This design comes from an exercise in tuning for small area on the open sky130 flow, not from production work. Only simulation tests tie the RTL to the original design; equivalence was not proved. Power and IR drop assume default switching activity.

## flow/run.sh

```bash
#!/bin/bash
# synth_recipe.tcl (not shown) runs the flow's synth.tcl, then flattens the netlist and writes it again
# the make line also repeats each setting of config.mk as NAME=value (left out here)
make -C /OpenROAD-flow-scripts/flow DESIGN_CONFIG=/design/flow/config.mk WORK_HOME=/design/flow/orfs CLKGATE_MAP_FILE= SYNTH_SCRIPT=/design/flow/synth_recipe.tcl finish
```

## flow/config.mk

```make
export PLATFORM = sky130hd
export DESIGN_NAME = eeprom93c86_ctrl
export DESIGN_NICKNAME = eeprom93c86_ctrl
export VERILOG_FILES = /design/flow/design.v
export SDC_FILE = /design/flow/constraint.sdc
export NUM_CORES = 4
export LEC_CHECK = 0
export CAP_MARGIN = 20
export CORE_MARGIN = 2
export CORE_UTILIZATION = 40
export SLEW_MARGIN = 20
```

## flow/constraint.sdc

```tcl
create_clock -name core_clock -period 20.0 [get_ports {clk}]
set_input_delay 4.0000 -clock core_clock [delete_from_list [all_inputs] [get_ports {clk}]]
set_output_delay 4.0000 -clock core_clock [all_outputs]
set_load 0.01 [all_outputs]
```

## flow/design.v

```verilog
module eeprom93c86_ctrl (
    input  wire        clk,
    input  wire        rst,           
    input  wire        host_we,
    input  wire [2:0]  host_addr,
    input  wire [31:0] host_wdata,
    output reg  [31:0] host_rdata,
    output reg         ee_cs,
    output reg         ee_clk,
    output reg         ee_di,
    output reg         ee_cs_oe,
    output reg         ee_clk_oe,
    output reg         ee_di_oe,
    input  wire        ee_do,
    output wire [31:0] pinmap
);
    localparam integer HOLD_CYCLES = 50;     
    localparam integer POLL_LIMIT  = 5000;
    localparam [2:0] R_CMD = 3'd0, R_ADDR = 3'd1, R_DATA = 3'd2,
                     R_RESULT = 3'd3, R_STATUS = 3'd4, R_PINMAP = 3'd5;
    localparam [3:0] P_IDLE      = 4'd0,
                     P_CONFIG    = 4'd1,
                     P_SELECT    = 4'd2,
                     P_SEND_CODE = 4'd3,
                     P_SEND_ADDR = 4'd4,
                     P_SEND_DATA = 4'd5,
                     P_RECV      = 4'd6,
                     P_POLL_DIR  = 4'd7,
                     P_POLL      = 4'd8,
                     P_DESELECT  = 4'd9;
    reg [15:0] addr_reg;
    reg [15:0] data_reg;
    reg [15:0] result_reg;
    reg [31:0] pinmap_reg;
    reg        st_busy, st_to, st_init, st_ovr, st_noinit, st_illop;
    reg [2:0]  tx_op;
    reg [15:0] tx_addr;
    reg [15:0] tx_data;
    reg [3:0]  phase;
    reg [2:0]  sub;
    reg [3:0]  bitn;
    reg [15:0] acc;
    reg [12:0] poll_cnt;
    reg        timed_out;
    reg [5:0]  hold_cnt;
    assign pinmap = pinmap_reg;
    reg [3:0] d_code;
    reg [2:0] d_code_len;
    reg [3:0] d_addr_len;
    reg [3:0] d_din_len;
    reg [3:0] d_dout_len;
    reg       d_poll;
    always @(*) begin
        case (tx_op)
            3'd0: begin d_code = 4'b0010; d_code_len = 3'd2; d_addr_len = 4'd11; d_din_len = 4'd0; d_dout_len = 4'd8; d_poll = 1'b0; end  
            3'd1: begin d_code = 4'b0011; d_code_len = 3'd4; d_addr_len = 4'd9;  d_din_len = 4'd0; d_dout_len = 4'd0; d_poll = 1'b0; end  
            3'd2: begin d_code = 4'b0011; d_code_len = 3'd2; d_addr_len = 4'd11; d_din_len = 4'd0; d_dout_len = 4'd0; d_poll = 1'b1; end  
            3'd3: begin d_code = 4'b0010; d_code_len = 3'd4; d_addr_len = 4'd9;  d_din_len = 4'd0; d_dout_len = 4'd0; d_poll = 1'b1; end  
            3'd4: begin d_code = 4'b0001; d_code_len = 3'd2; d_addr_len = 4'd11; d_din_len = 4'd8; d_dout_len = 4'd0; d_poll = 1'b1; end  
            3'd5: begin d_code = 4'b0001; d_code_len = 3'd4; d_addr_len = 4'd9;  d_din_len = 4'd8; d_dout_len = 4'd0; d_poll = 1'b1; end  
            default: begin d_code = 4'b0000; d_code_len = 3'd4; d_addr_len = 4'd9; d_din_len = 4'd0; d_dout_len = 4'd0; d_poll = 1'b0; end  
        endcase
    end
    reg [3:0] after_addr_phase, after_data_phase, after_recv_phase;
    reg [3:0] after_addr_bit, after_data_bit;
    always @(*) begin
        after_recv_phase = d_poll ? P_POLL_DIR : P_DESELECT;
        if (d_dout_len != 4'd0) begin
            after_data_phase = P_RECV;
            after_data_bit   = d_dout_len - 4'd1;
        end else begin
            after_data_phase = after_recv_phase;
            after_data_bit   = 4'd0;
        end
        if (d_din_len != 4'd0) begin
            after_addr_phase = P_SEND_DATA;
            after_addr_bit   = d_din_len - 4'd1;
        end else begin
            after_addr_phase = after_data_phase;
            after_addr_bit   = after_data_bit;
        end
    end
    reg send_bit;
    always @(*) begin
        case (phase)
            P_SEND_CODE: send_bit = d_code[bitn[1:0]];
            P_SEND_ADDR: send_bit = tx_addr[bitn];
            default:     send_bit = tx_data[bitn];
        endcase
    end
    reg is_hold;
    always @(*) begin
        case (phase)
            P_SELECT:    is_hold = (sub == 3'd3) || (sub == 3'd5);
            P_SEND_CODE,
            P_SEND_ADDR,
            P_SEND_DATA: is_hold = (sub == 3'd2) || (sub == 3'd4);
            P_RECV:      is_hold = (sub == 3'd1) || (sub == 3'd4);
            P_POLL:      is_hold = (sub == 3'd1);
            default:     is_hold = 1'b0;
        endcase
    end
    wire hold_done = (hold_cnt == HOLD_CYCLES - 1);
    wire step      = !is_hold || hold_done;    
    always @(*) begin
        case (host_addr)
            R_ADDR:   host_rdata = {16'd0, addr_reg};
            R_DATA:   host_rdata = {16'd0, data_reg};
            R_RESULT: host_rdata = {16'd0, result_reg};
            R_STATUS: host_rdata = {26'd0, st_illop, st_noinit, st_ovr, st_init, st_to, st_busy};
            R_PINMAP: host_rdata = pinmap_reg;
            default:  host_rdata = 32'd0;
        endcase
    end
    always @(posedge clk) begin
        if (rst) begin
            addr_reg   <= 16'd0;
            data_reg   <= 16'd0;
            result_reg <= 16'd0;
            pinmap_reg <= 32'd0;
            st_busy    <= 1'b0;
            st_to      <= 1'b0;
            st_init    <= 1'b0;
            st_ovr     <= 1'b0;
            st_noinit  <= 1'b0;
            st_illop   <= 1'b0;
            tx_op      <= 3'd0;
            tx_addr    <= 16'd0;
            tx_data    <= 16'd0;
            phase      <= P_IDLE;
            sub        <= 3'd0;
            bitn       <= 4'd0;
            acc        <= 16'd0;
            poll_cnt   <= 13'd0;
            timed_out  <= 1'b0;
            hold_cnt   <= 6'd0;
            ee_cs      <= 1'b0;
            ee_clk     <= 1'b0;
            ee_di      <= 1'b0;
            ee_cs_oe   <= 1'b0;
            ee_clk_oe  <= 1'b0;
            ee_di_oe   <= 1'b0;
        end else begin
            if (st_busy) begin
                if (is_hold) begin
                    if (hold_done) hold_cnt <= 6'd0;
                    else           hold_cnt <= hold_cnt + 6'd1;
                end
                if (step) begin
                    case (phase)
                        P_CONFIG: begin
                            case (sub)
                                3'd0: ee_cs_oe  <= 1'b1;
                                3'd1: ee_clk_oe <= 1'b1;
                                3'd2: ee_di_oe  <= 1'b1;
                                default: ;         
                            endcase
                            if (sub == 3'd3) begin
                                phase <= P_SELECT;
                                sub   <= 3'd0;
                            end else begin
                                sub <= sub + 3'd1;
                            end
                        end
                        P_SELECT: begin
                            case (sub)
                                3'd0: ee_cs  <= 1'b1;
                                3'd1: ee_di  <= 1'b1;
                                3'd2: ee_clk <= 1'b1;
                                3'd4: ee_clk <= 1'b0;
                                default: ;
                            endcase
                            if (sub == 3'd5) begin
                                phase <= P_SEND_CODE;
                                sub   <= 3'd0;
                                bitn  <= {1'b0, d_code_len} - 4'd1;
                            end else begin
                                sub <= sub + 3'd1;
                            end
                        end
                        P_SEND_CODE, P_SEND_ADDR, P_SEND_DATA: begin
                            case (sub)
                                3'd0: ee_di  <= send_bit;
                                3'd1: ee_clk <= 1'b1;
                                3'd3: ee_clk <= 1'b0;
                                default: ;
                            endcase
                            if (sub == 3'd4) begin
                                sub <= 3'd0;
                                if (bitn != 4'd0) begin
                                    bitn <= bitn - 4'd1;
                                end else if (phase == P_SEND_CODE) begin
                                    phase <= P_SEND_ADDR;
                                    bitn  <= d_addr_len - 4'd1;
                                end else if (phase == P_SEND_ADDR) begin
                                    phase <= after_addr_phase;
                                    bitn  <= after_addr_bit;
                                end else begin
                                    phase <= after_data_phase;
                                    bitn  <= after_data_bit;
                                end
                            end else begin
                                sub <= sub + 3'd1;
                            end
                        end
                        P_RECV: begin
                            case (sub)
                                3'd0: ee_clk <= 1'b1;
                                3'd2: acc    <= {acc[14:0], ee_do};
                                3'd3: ee_clk <= 1'b0;
                                default: ;
                            endcase
                            if (sub == 3'd4) begin
                                sub <= 3'd0;
                                if (bitn != 4'd0) begin
                                    bitn <= bitn - 4'd1;
                                end else begin
                                    phase <= after_recv_phase;
                                end
                            end else begin
                                sub <= sub + 3'd1;
                            end
                        end
                        P_POLL_DIR: begin
                            poll_cnt  <= 13'd0;
                            timed_out <= 1'b0;
                            phase     <= P_POLL;
                            sub       <= 3'd0;
                        end
                        P_POLL: begin
                            if (sub == 3'd0) begin
                                if (ee_do) phase <= P_DESELECT;
                                else       sub   <= 3'd1;
                            end else begin
                                poll_cnt <= poll_cnt + 13'd1;
                                sub      <= 3'd0;
                                if (poll_cnt + 13'd1 == POLL_LIMIT) begin
                                    timed_out <= 1'b1;
                                    phase     <= P_DESELECT;
                                end
                            end
                        end
                        P_DESELECT: begin
                            ee_cs      <= 1'b0;
                            result_reg <= acc;
                            st_to      <= timed_out;
                            st_busy    <= 1'b0;
                            phase      <= P_IDLE;
                            sub        <= 3'd0;
                        end
                        default: begin
                            phase <= P_IDLE;
                            sub   <= 3'd0;
                        end
                    endcase
                end
            end
            if (host_we) begin
                case (host_addr)
                    R_CMD: begin
                        if (st_busy) begin
                            st_ovr <= 1'b1;
                        end else if (host_wdata[2:0] == 3'd7) begin
                            st_illop <= 1'b1;
                        end else begin
                            if (!st_init) st_noinit <= 1'b1;
                            tx_op     <= host_wdata[2:0];
                            tx_addr   <= addr_reg;
                            tx_data   <= data_reg;
                            acc       <= 16'd0;
                            poll_cnt  <= 13'd0;
                            timed_out <= 1'b0;
                            hold_cnt  <= 6'd0;
                            st_to     <= 1'b0;
                            st_busy   <= 1'b1;
                            phase     <= P_CONFIG;
                            sub       <= 3'd0;
                        end
                    end
                    R_ADDR: addr_reg <= host_wdata[15:0];
                    R_DATA: data_reg <= host_wdata[15:0];
                    R_STATUS: begin
                        if (host_wdata[3]) st_ovr    <= 1'b0;
                        if (host_wdata[4]) st_noinit <= 1'b0;
                        if (host_wdata[5]) st_illop  <= 1'b0;
                    end
                    R_PINMAP: begin
                        if (st_busy) begin
                            st_ovr <= 1'b1;
                        end else begin
                            pinmap_reg <= host_wdata;
                            st_init    <= 1'b1;
                        end
                    end
                    default: ;
                endcase
            end
        end
    end
endmodule
```

==> results.cfg <==
[timing]
slew_headroom_pct = 34.83
max_freq_mhz = 90.15
fin_crit_sh_pct = 55.46
fin_crit_ps = 11090
tightest_slew_ps = 977.6
finalHoldViolCount = 0
maxSlewViolCount = 0
setup_violations = 0
timing.setup.tns_ps = 0
rsz0062_at_grt = false
skew_ps = 10.44

[power]
ir_worst_vdd_v = 0.00005080
powerDensity_nw_per_um2 = 70.61
power.total_uw = 724.8
power_leakage_nw = 3.322
p_int_uw = 533.7
pwr-share-clk_pct = 44.9
p_seq_share_pct = 49.0
switchingPower_uw = 191.2
combPwrFrac_pct = 6.1
switching_share_pct = 26.37

[run]
cap_violations = 0

[synth]
netlist_area_um2 = 8529
seq_area_frac_synth_pct = 40.84
synthesis.area_per_instance_um2 = 7.847
netlist_instances = 1087
yosysWarnings = 1
synth-seq-cells = 174
synth_nets = 1136
async_flop_share_pct = 0
synth_ff_type = dfxtp_1
synth_edf_count = 0
yosysUniqueCellTypes = 71

[clock_tree]
ctsHoldBuffers = 0
clock_sinks = 174
cts_tree = built
clk_pin_slew_ps = 70
cts_root_buffer = clkbuf_16
cts_setup_buffers = 0
cts-resized-gates = 0
cts_buffer_depth = 2
numCtsBuffers = 17
clk_latency_ps = 430
cts_max_level = 4

[worst_setup_path]
r2r_start = phase[2]
cp-end-kind = output port
reg2reg_depth = 7
r2r_end = acc[3]
cp.arrival_ps = 7090
crit_fanout = 17
crit_type = input port to output port
cp.required_ps = 16000
crit_path_end = host_rdata[14]
crit_start = host_addr[1]
crit_path_start_kind = input port
regToRegSetupSlack_ps = 16650

[placement]
gp_congestion = 0.8580
dp_cells = 1399
dp_hpwl_um = 17430
io_buffers = 108
placed_area_um2 = 9689

[drt]
drc = 0
ant_nets = 0
routedWlPerCell_um = 17.46
viasPerCell = 5.483
vias = 7846
first_iter_violations = 584
dr.pass1.iters = 5
drt_wl_total_um = 24990

[global_routing]
grt_pass1_vias = 7179
grt_max_degree = 74
antenna_found_initial = 0
grt_use_total_pct = 22.59
grt-ovfl-total = 0
grt_pass1_wl_um = 40110

[layout]
layout.cells.non_filler = 1431
largest_reg_flops = 32
mostFrequentLayoutCell = nand2_1
antenna_cells = 0
drive_gt1_share_pct = 6.834
nNetsFinal = 1192
most-common-layout-cells = nand2_1 (297), dfxtp_1 (174), a21oi_1 (144)
syn_to_final_growth_pct = 20.35
final_util_pct = 48.99
final_cell_area_um2 = 10260

[die]
start_util_pct = 40.70
die_w_um = 150.0
floorplan.core_area_um2 = 20960
die_y_um = 150.0
dieArea_um2 = 22510
io_pins = 109
rows = 53

[min_path]
holdPathStages = 2
hold_path_class = flop to flop
hp-start = tx_data[2]

[outcome]
status = complete, no violations
==> power groups by stage <==
stage	Sequential (mW)	Clock [mW]	Combinational (mW)
finish	0.355	0.325	0.0443
floorplan	0.361	0	0.0254
detailed placement	0.363	0	0.0440
global placement	0.363	0	0.0436
CTS	0.355	0.330	0.0442
global route	0.356	0.344	0.0484
==> cells by family (layout without fill, tap and decap cells) <==
kind of cell	after synthesis	in the layout	share of synthesized area [%]
adders and majority gates	11	11	1.584
AOI/OAI and AO/OA	279	279	19.86
DFF	174	174	40.84
muxes	48	48	6.894
and+or+nand+nor	472	472	25.36
xor gates and xnor gates	7	7	0.7188
buffers and inverters	96	165	4.738
==> worst min-delay path by stage <==
stage                     slack [ps]       endpoint
after floorplan                  430  result_reg[0]
after global placement           440     tx_addr[2]
after detailed placement         440  result_reg[0]
after CTS                        450     tx_data[2]
after global routing             470     tx_data[2]
final                            450     tx_data[2]
==> worst max-delay path, cell delays in order <==
cell and delay [ps]:
clkdlybuf4s50_1 990, inv_1 280, nor2_1 790, a22oi_1 220, o21ai_0 220, clkdlybuf4s50_1 590
==> routing by layer <==
metal  track usage (%)  up-vias  wire [um]  share of wire, %
li1                  -     3897          -                 -
met2             32.53      254      10670                43
met1             33.86     3673      12240                49
met3             4.878       22       1712               6.9
met4             5.943        0        369               1.5
met5                 0        -          0                 0
==> cells in the mapped netlist, types with 3 or more instances <==
cell type | instances | area [um2]
ha_1 | 10 | 125.1
mux2_2 | 16 | 180.2
o32ai_1 | 4 | 35.03
buf_2 | 8 | 40.04
nand2b_1 | 8 | 50.05
nor3_1 | 16 | 80.08
o211ai_1 | 13 | 97.59
inv_1 | 15 | 56.30
and2_1 | 23 | 143.9
a22oi_1 | 16 | 120.1
o22ai_1 | 9 | 56.30
xnor2_1 | 4 | 35.03
and3_1 | 11 | 68.82
xor2_1 | 3 | 26.28
nor4b_1 | 4 | 35.03
o31ai_1 | 8 | 60.06
clkbuf_1 | 55 | 206.5
buf_1 | 13 | 48.80
a21oi_1 | 144 | 720.7
a31oi_1 | 9 | 56.30
nand4b_1 | 3 | 26.28
mux4_2 | 7 | 157.7
nand3_1 | 13 | 65.06
a211o_1 | 3 | 26.28
nand2_1 | 297 | 1115
o21ai_0 | 34 | 170.2
nor2b_1 | 11 | 68.82
dfxtp_1 | 174 | 3483
or3_1 | 7 | 43.79
nand4_1 | 3 | 18.77
o21ai_1 | 3 | 15.01
nor2_1 | 45 | 168.9
a211oi_1 | 10 | 75.07
a311oi_1 | 3 | 26.28
o2bb2ai_1 | 3 | 26.28
mux2i_1 | 25 | 250.2
and4_1 | 3 | 26.28
nor3b_1 | 4 | 30.03
nor4_1 | 4 | 25.02
nand3b_1 | 4 | 30.03
==> layout make-up <==
| type | count | area [um2] |
|---|---|---|
| fillers | 2104 | 10690 |
| multi-input cells | 817 | 4644 |
| flip-flops and latches | 174 | 3483 |
| repair buffers | 118 | 1161 |
| clock buffers | 17 | 425.4 |
| well taps | 275 | 344.1 |
| clock inverters | 15 | 150.1 |
| inverters | 15 | 56.30 |
==> through the flow <==
step	hold slack [ps]	worst slack, ps
after floorplan	432.1	10720
after global placement	439.3	9016
after detailed placement	442.7	8994
after CTS	452.9	8966
after global routing	471.8	8604
final	451.8	8908

-- separate check: timing with driven ports --
How much do the figures lean on ideal ports? The routed layout below was timed once more, with nothing changed but the port constraints.
Step 1 (the two cells are an assumption about what drives the block):
set clk [get_ports {clk}]
set_driving_cell -lib_cell sky130_fd_sc_hd__clkbuf_16 $clk
set_driving_cell -lib_cell sky130_fd_sc_hd__buf_2 [delete_from_list [all_inputs] $clk]
Step 2 also shifts input and output timing later by t, the mid clock arrival at the registers, as if the neighbouring blocks saw the same clock.
Slacks: ideal / step 1 / step 2; pairs: ideal / step 1.
t, ns: 0.478
slack for setup (ns): 8.908 / 8.875 / 8.875
latest minus earliest clock arrival (ns): 0.010 / 0.011
worst register clock-pin slew, ns: 0.08 / 0.08
After both steps this run still meets setup and hold. For this run, drivers alone change the setup slack by -0.033 ns; drivers and shift together by -0.033 ns.
